This design comes from an exercise in tuning for small area, a short achievable clock period and few clock cycles per item on the open sky130 flow, not from production work.
The RTL was checked by simulation tests, not by an equivalence proof against the original design.
No activity file was given, so power comes from the tool's default toggle rates.

## design/flow/config.mk

```make
export PLATFORM = sky130hd
export DESIGN_NAME = aq_exec
export DESIGN_NICKNAME = aq_exec
export VERILOG_FILES = /design/flow/design.v
export SDC_FILE = /design/flow/constraint.sdc
export NUM_CORES = 4
export LEC_CHECK = 0
export ABC_AREA = 1
export CAP_MARGIN = 20
export CORE_MARGIN = 2
export CORE_UTILIZATION = 40
export SETUP_SLACK_MARGIN = 5
export SLEW_MARGIN = 20
```

## design/flow/constraint.sdc

```tcl
create_clock -name core_clock -period 10.0 [get_ports {clk}]
set_input_delay 2.0000 -clock core_clock [delete_from_list [all_inputs] [get_ports {clk}]]
set_output_delay 2.0000 -clock core_clock [all_outputs]
set_load 0.01 [all_outputs]
```

## design/flow/design.v

```verilog
module aq_exec (
    input  wire        clk,
    input  wire        rst,
    input  wire        in_valid,
    output wire        in_ready,
    input  wire [31:0] in_insn,
    input  wire [31:0] in_a,       
    input  wire [31:0] in_b,       
    output wire        out_valid,
    input  wire        out_ready,
    output wire [3:0]  out_rd,
    output wire        out_we,
    output wire [31:0] out_result,
    output wire [1:0]  out_fault   
);
    localparam K_ADD = 0, K_SUB = 1, K_XOR = 2, K_OR = 3, K_AND = 4, K_SHR = 5,
               K_SHL = 6, K_LUI = 7, K_MUL = 8, K_DIV = 9;
    integer i;
    wire [5:0]  op   = in_insn[31:26];
    wire [4:0]  rs3  = in_insn[25:21];
    wire [4:0]  rs1  = in_insn[20:16];
    wire [4:0]  rs2  = in_insn[15:11];
    wire [31:0] imm  = {{16{in_insn[15]}}, in_insn[15:0]};
    wire is_rfmt = (op >= 6'd2 && op <= 6'd8) || op == 6'd30 || op == 6'd31;
    wire is_gfmt = (op >= 6'd9 && op <= 6'd13);
    wire is_lui  = (op == 6'd26);
    reg legal;
    always @(*) begin
        if (is_rfmt)      legal = !rs3[4] && !rs1[4] && !rs2[4];
        else if (is_gfmt) legal = !rs3[4] && !rs1[4];
        else if (is_lui)  legal = !rs3[4];
        else              legal = 1'b0;
    end
    wire is_div = (op == 6'd31);
    wire is_mul = (op == 6'd30);
    wire b_zero = (in_b == 32'd0);
    wire [1:0] fault_in = !legal ? 2'd2 : (is_div && b_zero) ? 2'd1 : 2'd0;
    wire [31:0] sa = in_a ^ {32{in_a[31]}};
    wire [31:0] sb = in_b ^ {32{in_b[31]}};
    reg  [5:0]  clz_a, clz_b;
    always @(*) begin
        clz_a = 6'd32;
        for (i = 0; i < 32; i = i + 1) if (sa[i]) clz_a = 6'd31 - i;
        clz_b = 6'd32;
        for (i = 0; i < 32; i = i + 1) if (sb[i]) clz_b = 6'd31 - i;
    end
    reg  [31:0] sm_a;
    always @(*) begin
        sm_a = sa;
        for (i = 30; i >= 0; i = i - 1) sm_a[i] = sm_a[i] | sm_a[i+1];
    end
    wire [31:0] lim_a  = in_a[31] ? {sm_a[30:0], 1'b1} : sm_a;
    wire        q_zero = |(sb & ~lim_a);
    wire a7  = (sa[30:7]  == 24'd0), b7  = (sb[30:7]  == 24'd0);
    wire a15 = (sa[30:15] == 16'd0), b15 = (sb[30:15] == 16'd0);
    wire a23 = (sa[30:23] == 8'd0),  b23 = (sb[30:23] == 8'd0);
    wire swap = is_mul && ((a7 && !b7) || (a15 && !b15) || (a23 && !b23));
    wire m_one = swap ? a7 : b7;        
    reg [9:0] kind_in;
    always @(*) begin
        kind_in = 10'd0;
        case (op)
            6'd2, 6'd9:   kind_in[K_ADD] = 1'b1;
            6'd3, 6'd10:  kind_in[K_SUB] = 1'b1;
            6'd4, 6'd11:  kind_in[K_XOR] = 1'b1;
            6'd5, 6'd12:  kind_in[K_OR]  = 1'b1;
            6'd6, 6'd13:  kind_in[K_AND] = 1'b1;
            6'd7:         kind_in[K_SHR] = 1'b1;
            6'd8:         kind_in[K_SHL] = 1'b1;
            6'd26:        kind_in[K_LUI] = 1'b1;
            6'd30:        kind_in[K_MUL] = 1'b1;
            6'd31:        if (!q_zero) kind_in[K_DIV] = 1'b1;  
            default: ;
        endcase
    end
    wire sel_i = is_gfmt;
    wire sel_l = is_lui;
    wire sel_b = !swap && !is_gfmt && !is_lui;
    wire [31:0] a_in = ({32{swap}} & in_b) | ({32{!swap}} & in_a);
    wire [31:0] b_in = ({32{swap}} & in_a) | ({32{sel_i}} & imm) |
                       ({32{sel_l}} & {imm[19:0], 12'd0}) | ({32{sel_b}} & in_b);
    reg        v1;
    reg [9:0]  k1;
    reg [3:0]  rd1;
    reg        we1;
    reg [1:0]  f1;
    reg [31:0] a1;           
    reg [33:0] b1;           
    reg [4:0]  cnt1;         
    reg [5:0]  ca1, cb1;     
    reg        ph1;          
    reg        al1;          
    reg        bm1;          
    reg        neg1;         
    reg        bn1;          
    reg        blk1;         
    reg        q2f;          
    reg        v2;
    reg [31:0] x2, y2;
    reg        c2;
    reg [3:0]  rd2;
    reg        we2;
    reg [1:0]  f2;
    wire s2_go     = v2 && out_ready;
    wire s2_free   = q2f || out_ready;
    wire s1_go     = v1 && s2_free;
    assign in_ready = !v1 || (!blk1 && s2_free);
    wire accept    = in_valid && in_ready;
    wire d_last  = (cnt1 == 5'd0);
    wire m_last  = (b1[31:7] == {25{b1[31]}});
    wire s1_last = k1[K_DIV] ? (al1 && d_last) : k1[K_MUL] ? m_last : 1'b1;
    wire [31:0] a_mag = (a1 ^ {32{a1[31]}}) + {31'd0, a1[31]};
    wire [6:0]  s_raw = {1'b0, cb1} - {1'b0, ca1} + {6'd0, a1[31]};
    wire [4:0]  dsh   = s_raw[5] ? 5'd31 : s_raw[4:0];       
    reg  [31:0] a_rev;
    always @(*) for (i = 0; i < 32; i = i + 1) a_rev[i] = a1[31-i];
    wire        sh_div = k1[K_DIV];
    wire [33:0] sh_src = sh_div ? b1 : {2'b0, k1[K_SHR] ? a_rev : a1};
    wire [4:0]  sh_amt = sh_div ? cnt1 : b1[4:0];
    wire [33:0] sh_out = sh_src << sh_amt;
    reg  [31:0] sh_rev;
    always @(*) for (i = 0; i < 32; i = i + 1) sh_rev[i] = sh_out[31-i];
    wire [33:0] dd   = {2'b0, a1} + b1 + {33'd0, !bn1};
    wire        qb   = !dd[33];
    wire [31:0] rr   = qb ? dd[31:0] : a1;
    wire [31:0] q_nx = {x2[30:0], qb};
    reg  [127:0] ppf;
    reg  [31:0]  ppr;
    reg  [3:0]   bneg;
    reg  [2:0]   bg;
    reg  [32:0]  am;
    always @(*) begin
        for (i = 0; i < 4; i = i + 1) begin
            bg = {b1[2*i+1], b1[2*i], (i == 0) ? bm1 : b1[2*i-1]};
            case (bg)
                3'b001, 3'b010: am = {1'b0, a1};
                3'b011:         am = {a1, 1'b0};
                3'b100:         am = ~{a1, 1'b0};
                3'b101, 3'b110: am = ~{1'b0, a1};
                3'b111:         am = ~33'd0;
                default:        am = 33'd0;
            endcase
            bneg[i] = bg[2];
            ppr = am[31:0] << (2 * i);
            if (i > 0) ppr[2*i-2] = bneg[i-1];
            ppf[32*i +: 32] = ppr;
        end
    end
    function [63:0] csa(input [31:0] x, input [31:0] y, input [31:0] z);
        reg [31:0] s, c;
        begin
            s = x ^ y ^ z;
            c = (x & y) | (x & z) | (y & z);
            csa = {c[30:0], 1'b0, s};
        end
    endfunction
    wire [31:0] xa = ph1 ? x2 : 32'd0;
    wire [31:0] ya = ph1 ? y2 : 32'd0;
    wire [63:0] m1a = csa(ppf[31:0], ppf[63:32], ppf[95:64]);
    wire [63:0] m1b = csa(ppf[127:96], xa, ya);
    wire [63:0] m2a = csa(m1a[31:0], m1a[63:32], m1b[31:0]);
    wire [63:0] m3a = csa(m2a[31:0], m2a[63:32], m1b[63:32]);
    wire [63:0] m4a = csa(m3a[31:0], m3a[63:32], {25'd0, bneg[3], 6'd0});
    reg [31:0] x_nx, y_nx;
    reg        c_nx;
    always @(*) begin
        x_nx = 32'd0; y_nx = 32'd0; c_nx = 1'b0;
        if (k1[K_ADD]) begin x_nx = a1; y_nx = b1[31:0]; end
        if (k1[K_SUB]) begin x_nx = a1; y_nx = ~b1[31:0]; c_nx = 1'b1; end
        if (k1[K_XOR]) x_nx = a1 ^ b1[31:0];
        if (k1[K_OR])  x_nx = a1 | b1[31:0];
        if (k1[K_AND]) x_nx = a1 & b1[31:0];
        if (k1[K_SHR]) x_nx = sh_rev;
        if (k1[K_SHL]) x_nx = sh_out[31:0];
        if (k1[K_LUI]) x_nx = b1[31:0];
        if (k1[K_MUL]) begin x_nx = m4a[31:0]; y_nx = m4a[63:32]; end
        if (k1[K_DIV]) begin
            x_nx = al1 ? q_nx ^ {32{neg1 & d_last}} : 32'd0;
            c_nx = neg1;
        end
    end
    wire [32:0] sum = {x2, 1'b1} + {y2, c2};
    assign out_valid  = v2;
    assign out_result = sum[32:1];
    assign out_rd     = rd2;
    assign out_we     = we2;
    assign out_fault  = f2;
    wire v1_n   = accept || (v1 && !(s1_go && s1_last));
    wire v2_n   = s1_go ? s1_last : (v2 && !s2_go);
    reg  blk1_n;
    always @(*) begin
        blk1_n = blk1;
        if (accept)
            blk1_n = kind_in[K_DIV] || (kind_in[K_MUL] && !(a7 || b7));
        else if (s1_go && s1_last)
            blk1_n = 1'b0;
        else if (s1_go && k1[K_DIV])
            blk1_n = !ph1 || (al1 ? (cnt1 != 5'd1) : (cnt1 != 5'd0));
        else if (s1_go && k1[K_MUL])
            blk1_n = !(b1[31:15] == {17{b1[31]}});
    end
    always @(posedge clk) begin
        if (rst) begin
            v1 <= 1'b0; blk1 <= 1'b0; q2f <= 1'b1;
            v2 <= 1'b0;
        end else begin
            v1 <= v1_n;
            v2 <= v2_n;
            blk1 <= blk1_n;
            q2f  <= !v2_n;
        end
    end
    wire en1 = !v1 || s2_free;                  
    wire it1 = v1 && !s1_last;                  
    always @(posedge clk) begin
        if (s2_free) begin
            x2 <= x_nx; y2 <= y_nx; c2 <= c_nx;
            rd2 <= rd1; we2 <= we1; f2 <= f1;
        end
        if (en1) begin
            if (!it1) begin
                k1   <= kind_in;
                rd1  <= rs3[3:0];
                we1  <= (fault_in == 2'd0) && (rs3[3:0] != 4'd0);
                f1   <= fault_in;
                a1   <= a_in;
                b1   <= {{2{b_in[31]}}, b_in};
                ca1  <= clz_a;
                cb1  <= clz_b;
                ph1  <= 1'b0;
                al1  <= 1'b0;
                bm1  <= 1'b0;
                neg1 <= in_a[31] ^ in_b[31];
                bn1  <= in_b[31];
            end else if (k1[K_DIV] && !ph1) begin
                a1   <= a_mag;
                cnt1 <= dsh;
                ph1  <= 1'b1;
            end else if (k1[K_DIV] && !al1) begin
                b1   <= sh_out ^ {34{!bn1}};
                al1  <= 1'b1;
            end else if (k1[K_DIV]) begin
                a1   <= rr;
                b1   <= {1'b1, b1[33:1]};
                cnt1 <= cnt1 - 5'd1;
            end else begin
                a1   <= {a1[23:0], 8'd0};
                b1   <= {{8{b1[33]}}, b1[33:8]};
                bm1  <= b1[7];
                ph1  <= 1'b1;
            end
        end
    end
endmodule
```

## design/flow/flow/run.sh

```bash
#!/bin/bash
set -euo pipefail
MARGIN=${MARGIN:-5.6}
bash standard.sh SETUP_SLACK_MARGIN=$MARGIN finish > flow_standard.log 2>&1
```

## design/flow/standard.sh

```bash
#!/bin/bash
# synth_recipe.tcl (not shown) runs the flow's synth.tcl, then flattens the netlist and writes it again
# the make line also repeats each setting of config.mk as NAME=value (left out here)
make -C /OpenROAD-flow-scripts/flow DESIGN_CONFIG=/design/flow/config.mk WORK_HOME=/design/flow/orfs CLKGATE_MAP_FILE= SYNTH_SCRIPT=/design/flow/synth_recipe.tcl "${@:-finish}"
```

==> flow_summary.yaml, run 1 <==
run_status:
  status: "no timing/DRC/antenna violations"
worst_setup_path:
  cp.required_ns: 8.00
  worst_path_dominant_cell_family: "compound AO/OA/AOI/OAI gates"
  crit_buf_inv: 3
  cp_num_cells: 16
  cp_slowest_cell: "fa_2"
  path_class: "flip-flop to output port"
  rr_worst_depth: 15
  path_cells: "inv_2, fa_2, o21ai_4, a21boi_4, o21ai_2, a21boi_2, o21ai_4, a21boi_4, o21ai_2, a21oi_2, o21ai_2, a21boi_2, buf_4, o21ai_2, xor2_1, buf_2"
  cp-end-kind: "output port"
  r2r_setup_slack_ns: 5.57
  endpoint: "out_result[27]"
  startpoint: "x2[0]$_DFFE_PN_"
  r2r-start: "a1[20]$_DFFE_PP_"
  max_stage_delay_ns: 0.42
  start_kind: "flip-flop"
  cp_max_fo: 3
  arrival_ns: 3.42
  cpMostUsedCell: "o21ai_2"
  worstReg2RegEnd: "a1[9]$_DFFE_PP_"
clock_tree:
  cts_tree: "built"
  cts_num_sinks: 181
  cts_buffers: 17
  clk_path_buf_depth: 2
  root_buffer: "clkbuf_16"
  h-tree-depth: 4
  cts.clk_slew.worst_paths_ns: 0.08
  clk_latency_ns: 0.51
logic_synthesis:
  syn_nets: 4795
  syn_area_um2: 28800
  synthArstFlopShare_pct: 0
  ys_types: 78
  synth_cells: 4430
  yosysSeqAreaShare_pct: 18.7
  synth_edf_count: 177
  synth-seq-cells: 181
  yosysWarnings: 1
  synthFlopType: "edfxtp_1"
  synth_area_per_cell_um2: 6.51
routing:
  drc_errors: 0
  routed_wirelength_mm: 150
  ant_nets: 0
  drt_iter0_drc: 4495
  wire_per_inst_um: 27.0
  firstDrtPassIters: 8
  viasPerCell: 6.04
  via_count: 33600
timing:
  hold_viol: 0
  rsz0062_at_grt: "true"
  fin_ws_ns: 4.58
  fmax_ghz: 0.185
  holdWs_ns: 0.424
  relSlewSlack_pct: 25.4
  final-max-slew-violation-count: 0
  fin_skew_ns: 0.0266
  setup_viol: 0
  period_needed_ns: 5.42
  fin_crit_sh_pct: 54.2
  tightest_slew_ns: 1.11
  setup_tns_ns: 0
final_layout:
  fin_util_pct: 48.7
  design_area_um2: 34800
  area_growth_pct: 20.7
  nets: 4963
  drive_gt1_share_pct: 13.2
die:
  ios: 141
  die_w_um: 273
  chipHeight_um: 273
  core_um2: 71500
  die_area_um2: 74300
  initial_core_util_pct: 40.3
  rows: 98
worst_hold_path:
  min_path_type: "flip-flop to flip-flop"
  min_from: "rd1[1]$_DFFE_PP_"
grt:
  grt_pass1_wl_mm: 207
  grt-ovfl-total: 0
  grt_max_degree: 81
  grt_pass1_vias: 30900
  track_usage_pct: 38.3
  antenna_found_initial: 4
power_and_ir_drop:
  vdd_ir_drop_max_mv: 0.199
  p_per_area_nw_per_um2: 240
  p_leak_uw: 0.0161
job:
  max-cap-violations: 0
placed_design:
  dp_slack_ns: 3.52
  postPlaceCellArea_um2: 31100
  gp_congestion: 1.05
  hpwlAfterDp_mm: 107
  portBuffers: 136
## cells by family (layout without fill, tap and decap cells)
group | after synthesis | count (layout) | share of synthesized area (%)
XOR/XNOR | 186 | 186 | 5.81
flip-flops | 181 | 181 | 18.7
adder cells (fa/ha/maj) | 265 | 265 | 14.6
other | 0 | 3 | 0
AO/OA/AOI/OAI | 1197 | 1198 | 23.8
buffers and inverters | 946 | 1124 | 12.9
multiplexers | 11 | 11 | 0.382
AND/OR/NAND/NOR | 1644 | 1646 | 23.8
## power breakdown
group / total (µW) / internal [µW] / switching, µW
clock network: 747 / 362 / 385
logic: 6260 / 2400 / 3860
registers: 1350 / 1070 / 278
## cells in the mapped netlist, types with 5 or more instances
| cell | n | share of area (%) |
|---|---|---|
| fa_1 | 118 | 8.2 |
| xor2_1 | 87 | 2.6 |
| o221ai_1 | 30 | 0.91 |
| o21a_1 | 9 | 0.23 |
| nand4_1 | 24 | 0.52 |
| nor4_1 | 15 | 0.33 |
| a21boi_1 | 10 | 0.26 |
| edfxtp_1 | 177 | 18 |
| a22oi_1 | 15 | 0.39 |
| o21ai_1 | 32 | 0.56 |
| nor2_1 | 441 | 5.7 |
| a31oi_1 | 18 | 0.39 |
| o21ai_0 | 590 | 10 |
| o211ai_1 | 41 | 1.1 |
| buf_6 | 11 | 0.43 |
| o22ai_1 | 42 | 0.91 |
| clkinv_1 | 18 | 0.23 |
| xnor2_1 | 93 | 2.8 |
| clkbuf_1 | 164 | 2.1 |
| buf_1 | 32 | 0.42 |
| or2_2 | 8 | 0.17 |
| buf_2 | 49 | 0.85 |
| a211oi_1 | 9 | 0.23 |
| nor2_2 | 5 | 0.11 |
| inv_1 | 657 | 8.6 |
| o21bai_1 | 12 | 0.31 |
| nor3_1 | 35 | 0.61 |
| nand3_1 | 156 | 2.7 |
| o31ai_1 | 35 | 0.91 |
| o311ai_0 | 10 | 0.30 |
| nand3b_1 | 48 | 1.2 |
| o2111ai_1 | 6 | 0.18 |
| mux2i_1 | 11 | 0.38 |
| nand2_1 | 884 | 12 |
| inv_2 | 7 | 0.091 |
| a32oi_1 | 11 | 0.33 |
| a221oi_1 | 29 | 0.88 |
| a21oi_1 | 265 | 4.6 |
| buf_4 | 6 | 0.16 |
| ha_1 | 147 | 6.4 |
## state kept, by name (all words and copies together), names as in the netlist, 2 cells and up
register  flops
a1           32
b1           34
ca1           6
cb1           6
cnt1          5
f1            2
f2            2
k1           10
rd1           4
rd2           4
x2           32
y2           32
## worst min-delay path by stage
stage	slack, ns	to	cells past startpoint
6_report	0.42	rd2[1]$_DFFE_PN_	0
5_1_grt	0.43	rd2[1]$_DFFE_PN_	0
4_1_cts	0.42	rd2[1]$_DFFE_PN_	0
3_5_place_dp	0.40	rd2[1]$_DFFE_PN_	0
3_3_place_gp	0.40	f2[1]$_DFFE_PN_	0
2_1_floorplan	0.40	f2[0]$_DFFE_PN_	0
## area by class of cell
cell class              instances  area, µm²
diodes                          3       7.51
clock buffers                  18        429
clock inverters                14        179
fillers                      7373      36700
inverters                     683       2680
multi-input cells            3306      21000
flip-flops and latches        181       5400
well taps                     950       1190
repair buffers                405       3910
repair inverters                4       32.5
## cells in the final DEF (no fill, tap or decap), types with 22 or more instances in the layout
cell and n:
nand2_1 866, inv_1 632, o21ai_0 558, nor2_1 408, a21oi_1 248, buf_4 210
edfxtp_1 177, nand3_1 149, ha_1 141, fa_1 114, xor2_1 81, xnor2_1 72
clkdlybuf4s50_1 66, nand3b_1 48, o22ai_1 42, o211ai_1 41, o21ai_1 36, nor3_1 34
o31ai_1 31, clkbuf_16 29, o21ai_2 28, o221ai_1 26, nor2_2 25, buf_2 25
nand4_1 24, buf_6 22
## worst register-to-register path, stage by stage (launching register included)
cell and delay (ns):
edfxtp_1 0.80, clkinv_2 0.41, ha_1 0.52, a21oi_1 0.26
o21a_1 0.17, o21ai_0 0.08, a221oi_1 0.29, nand2_2 0.18
nand3_1 0.13, o211ai_1 0.19, nand3_1 0.17, nand3_1 0.08
nand2_1 0.20, clkinvlp_4 0.20, buf_12 0.17, a31o_4 0.31
## metal layers
layer  GRT usage [%]  vias up  wire length, µm
met4            28.9        0            14300
met3            9.41      616            17700
met5               0        -                0
li1                -    15000                -
met1            45.8    15700            53900
met2            59.4     2273            64200
## repair_timing
action | 4_1_cts | 5_1_grt
setup buffers | 85 | 84
gates cloned | 10 | 15
gates resized for setup | 288 | 201
hold buffers | 0 | 0
setup endpoints to repair | 221 | 195
pin swaps | 59 | 67
## metrics by stage
stage          power [µW]  instances
3_3_place_gp         6880       5335
3_5_place_dp         6910       5335
4_1_cts              7870       5462
5_1_grt              9000       5561
6_report             8360       5564
2_1_floorplan        4830       4430
Testbench counts, summed over its fixed seeds: cycles 24,835, items 16,000.
==> run 2, diff against run 1 <==
==> design/flow/run.sh (new file) <==
#!/bin/bash
# synth_recipe.tcl (not shown) runs the flow's synth.tcl, then flattens the netlist and writes it again
# the make line also repeats each setting of config.mk as NAME=value (left out here)
make -C /OpenROAD-flow-scripts/flow DESIGN_CONFIG=/design/flow/config.mk WORK_HOME=/design/flow/orfs CLKGATE_MAP_FILE= SYNTH_SCRIPT=/design/flow/synth_recipe.tcl finish
removed: design/flow/flow/run.sh
removed: design/flow/standard.sh
==> run 2 against run 1 <==
Sequential power about the same. Setup slack worse by 0.068 ns. Critical path depth rose by 1. Still clean on timing, DRC and antenna. Area after synthesis did not move. Register-to-register slack worse by 0.56 ns. Fmax down 1.2%. Wire length is 7.1% lower. Critical path type unchanged. Non-clock buffer count shrank 131. Highest routed layer is now met5. Sequential share of layout area rose by 1.0 points.
==> flow_summary.yaml, run 2 <==
run_status:
  status: "no timing/DRC/antenna violations"
final_layout:
  nFillCells: 7475
  fin_util_pct: 45.7
  drive_gt1_share_pct: 8.04
  final_common_cell: "nand2_1"
  final_cell_mix: "877 x nand2_1, 647 x inv_1, 582 x o21ai_0"
  area_growth_pct: 13.2
  fin_cells: 5433
  nets: 4831
  top_register: "b1"
  design_area_um2: 32700
  largest_reg_flops: 34
logic_synthesis:
  yosysWarnings: 1
  synthFlopType: "edfxtp_1"
  syn_nets: 4795
  synth_area_leaders: "edfxtp_1 18%, nand2_1 12%, o21ai_0 10%"
  yosysTopAreaCell: "edfxtp_1"
  synth_cells: 4430
  ys_top_cells_by_count: "884 x nand2_1, 657 x inv_1, 590 x o21ai_0, 441 x nor2_1, 265 x a21oi_1"
  yosysSeqAreaShare_pct: 18.7
  syn_area_um2: 28800
  synth.most_common_cell: "nand2_1"
  synth-seq-cells: 181
  synth_edf_count: 177
  synthArstFlopShare_pct: 0
  ys_types: 78
  synth_top_area_share_pct: 18.4
  synth_area_per_cell_um2: 6.51
placed_design:
  dp_slack_ns: 3.52
  portBuffers: 136
  hpwlAfterDp_mm: 104
  gp_congestion: 1.09
  postPlaceCellArea_um2: 30900
  dp.cells: 5331
power_and_ir_drop:
  p_per_area_nw_per_um2: 242
  p_sw_uw: 4300
  p_int_uw: 3610
  vdd_ir_drop_max_mv: 0.255
  clockPowerShare_pct: 9.4
  comb_power_share_pct: 73.7
  p_leak_uw: 0.0150
  p_sw_share_pct: 54.4
  seq_power_share_pct: 16.9
timing:
  hold_viol: 0
  relSlewSlack_pct: 26.5
  fin_skew_ns: 0.0318
  fin_crit_sh_pct: 54.8
  setup_tns_ns: 0
  fin_ws_ns: 4.52
  period_needed_ns: 5.48
  tightest_slew_ns: 1.09
  fmax_ghz: 0.182
  setup_viol: 0
  rsz0062_at_grt: "true"
  final-max-slew-violation-count: 0
clock_tree:
  clk_path_buf_depth: 2
  cts_buffers: 17
  cts.clk_slew.worst_paths_ns: 0.08
  clk_latency_ns: 0.53
  h-tree-depth: 4
  cts_tree: "built"
  cts_num_sinks: 181
  root_buffer: "clkbuf_16"
  holdBufCountCts: 0
die:
  ios: 141
  core_um2: 71500
  chipHeight_um: 273
  initial_core_util_pct: 40.3
  rows: 98
  die_area_um2: 74300
  die_w_um: 273
worst_setup_path:
  start_kind: "flip-flop"
  cp_max_fo: 3
  arrival_ns: 3.48
  cp.required_ns: 8.00
  cp-end-kind: "output port"
  path_cells: "inv_2, fa_2, o21ai_4, a21boi_4, o21ai_2, a21boi_2, o21ai_2, a21boi_2, o21ai_2, a21oi_2, o21ai_2, buf_4, inv_2, o21ai_2, a21oi_2, xnor2_2, buf_2"
  cpMostUsedCell: "o21ai_2"
  cp_slowest_cell: "fa_2"
  crit_buf_inv: 4
  max_stage_delay_ns: 0.42
  worst_path_dominant_cell_family: "compound AO/OA/AOI/OAI gates"
  path_class: "flip-flop to output port"
routing:
  drt_iter0_drc: 4231
  wire_per_inst_um: 25.6
  firstDrtPassIters: 8
  routed_wirelength_mm: 139
  ant_nets: 0
  drc_errors: 0
  viasPerCell: 6.00
  via_count: 32600
grt:
  antenna_found_initial: 2
  track_usage_pct: 36.5
  grt_pass1_vias: 30100
  grt_max_degree: 73
  grt_pass1_wl_mm: 199
  grt-ovfl-total: 0
worst_hold_path:
  min_path_type: "flip-flop to flip-flop"
job:
  max-cap-violations: 0
[run 2: cell families (layout without fill, tap and decap cells)]
kind of cell	Yosys count	in the layout	share of synthesized area [%]
AO/OA/AOI/OAI	1197	1198	23.8
other	0	4	0
flip-flops	181	181	18.7
XOR/XNOR	186	186	5.81
AND/OR/NAND/NOR	1644	1648	23.8
adder cells (fa/ha/maj)	265	265	14.6
buffers and inverters	946	990	12.9
multiplexers	11	11	0.382
[run 2: power groups by stage]
| stage | clock, µW | sequential (µW) | combinational [µW] |
|---|---|---|---|
| 2_1_floorplan | 0 | 1190 | 3570 |
| 3_3_place_gp | 0 | 1340 | 5390 |
| 3_5_place_dp | 0 | 1350 | 5450 |
| 4_1_cts | 741 | 1330 | 5610 |
| 5_1_grt | 767 | 1350 | 6500 |
| 6_report | 741 | 1340 | 5840 |
[run 2: layout make-up]
class / instances / area, µm² / area share (%)
Clock inverter: 14 / 171 / 0.525
Timing Repair inverter: 1 / 7.51 / 0.0230
Sequential cell: 181 / 5400 / 16.5
Timing Repair Buffer: 274 / 2430 / 7.43
Multi-Input combinational cell: 3308 / 20400 / 62.5
Tap cell: 950 / 1190 / 3.64
Clock buffer: 18 / 439 / 1.34
Antenna cell: 4 / 10.0 / 0.0307
Inverter: 683 / 2620 / 8.02
[run 2: per-layer routing]
layer  global-route usage [%]  vias up  wire [µm]
met2                     56.5     2111      60200
li1                         -    14800          -
met1                     44.7    15200      51100
met5                        0        -         16
met4                     25.0        2      11700
met3                     9.33      548      16300
[run 2: per-stage QoR]
stage / hold slack [ns] / power (µW)
global route: 0.430 / 8620
detailed placement: 0.405 / 6800
finish: 0.422 / 7920
floorplan: 0.400 / 4770
global placement: 0.403 / 6740
CTS: 0.424 / 7680
[run 2: path summary, 6_finish.rpt]
| kind | start | to | slack [ns] | cells after the start |
|---|---|---|---|---|
| worst max-delay path | y2[0]$_SDFFCE_PP0N_ | out_result[25] | 4.52 | 17 |
| worst min-delay path | we1$_DFFE_PP_ | we2$_DFFE_PN_ | 0.42 | 0 |
| worst max register to register | k1[5]$_DFFE_PP_ | x2[12]$_DFFE_PN_ | 5.01 | 13 |
| worst min register to register | we1$_DFFE_PP_ | we2$_DFFE_PN_ | 0.42 | 0 |
[run 2: what timing repair did]
item | in CTS | in global routing
gates resized for setup | 170 | 67
buffers inserted | 35 | 24
gates cloned | 4 | 3
pin swaps | 36 | 41
endpoints found under the setup margin | 166 | 159

-- separate check: timing with driven ports --
In the flow no input, the clock included, has a driving cell. The finished layouts below were timed again as built, in two steps. Step 1, drivers: a clkbuf_16 drives clk and a buf_2 each remaining input, both assumed. Step 2 adds t to the input delays and takes it off the output delays; t is the mean of the earliest and latest rising clock arrival at the registers after step 1. Input paths then give back, and output paths get back, about the clock's delay inside the block. Three values: ideal ports, drivers, drivers and shift; two values: the first two.
run	shift t [ns]	setup WS [ns]	worst setup path at the end	pins driven straight from the clock port
run 1	0.565	4.583 / 4.519 / 5.064	input to register	1
run 2	0.577	4.515 / 4.450 / 4.541	input to register	1
After both steps every run listed still meets setup and hold.
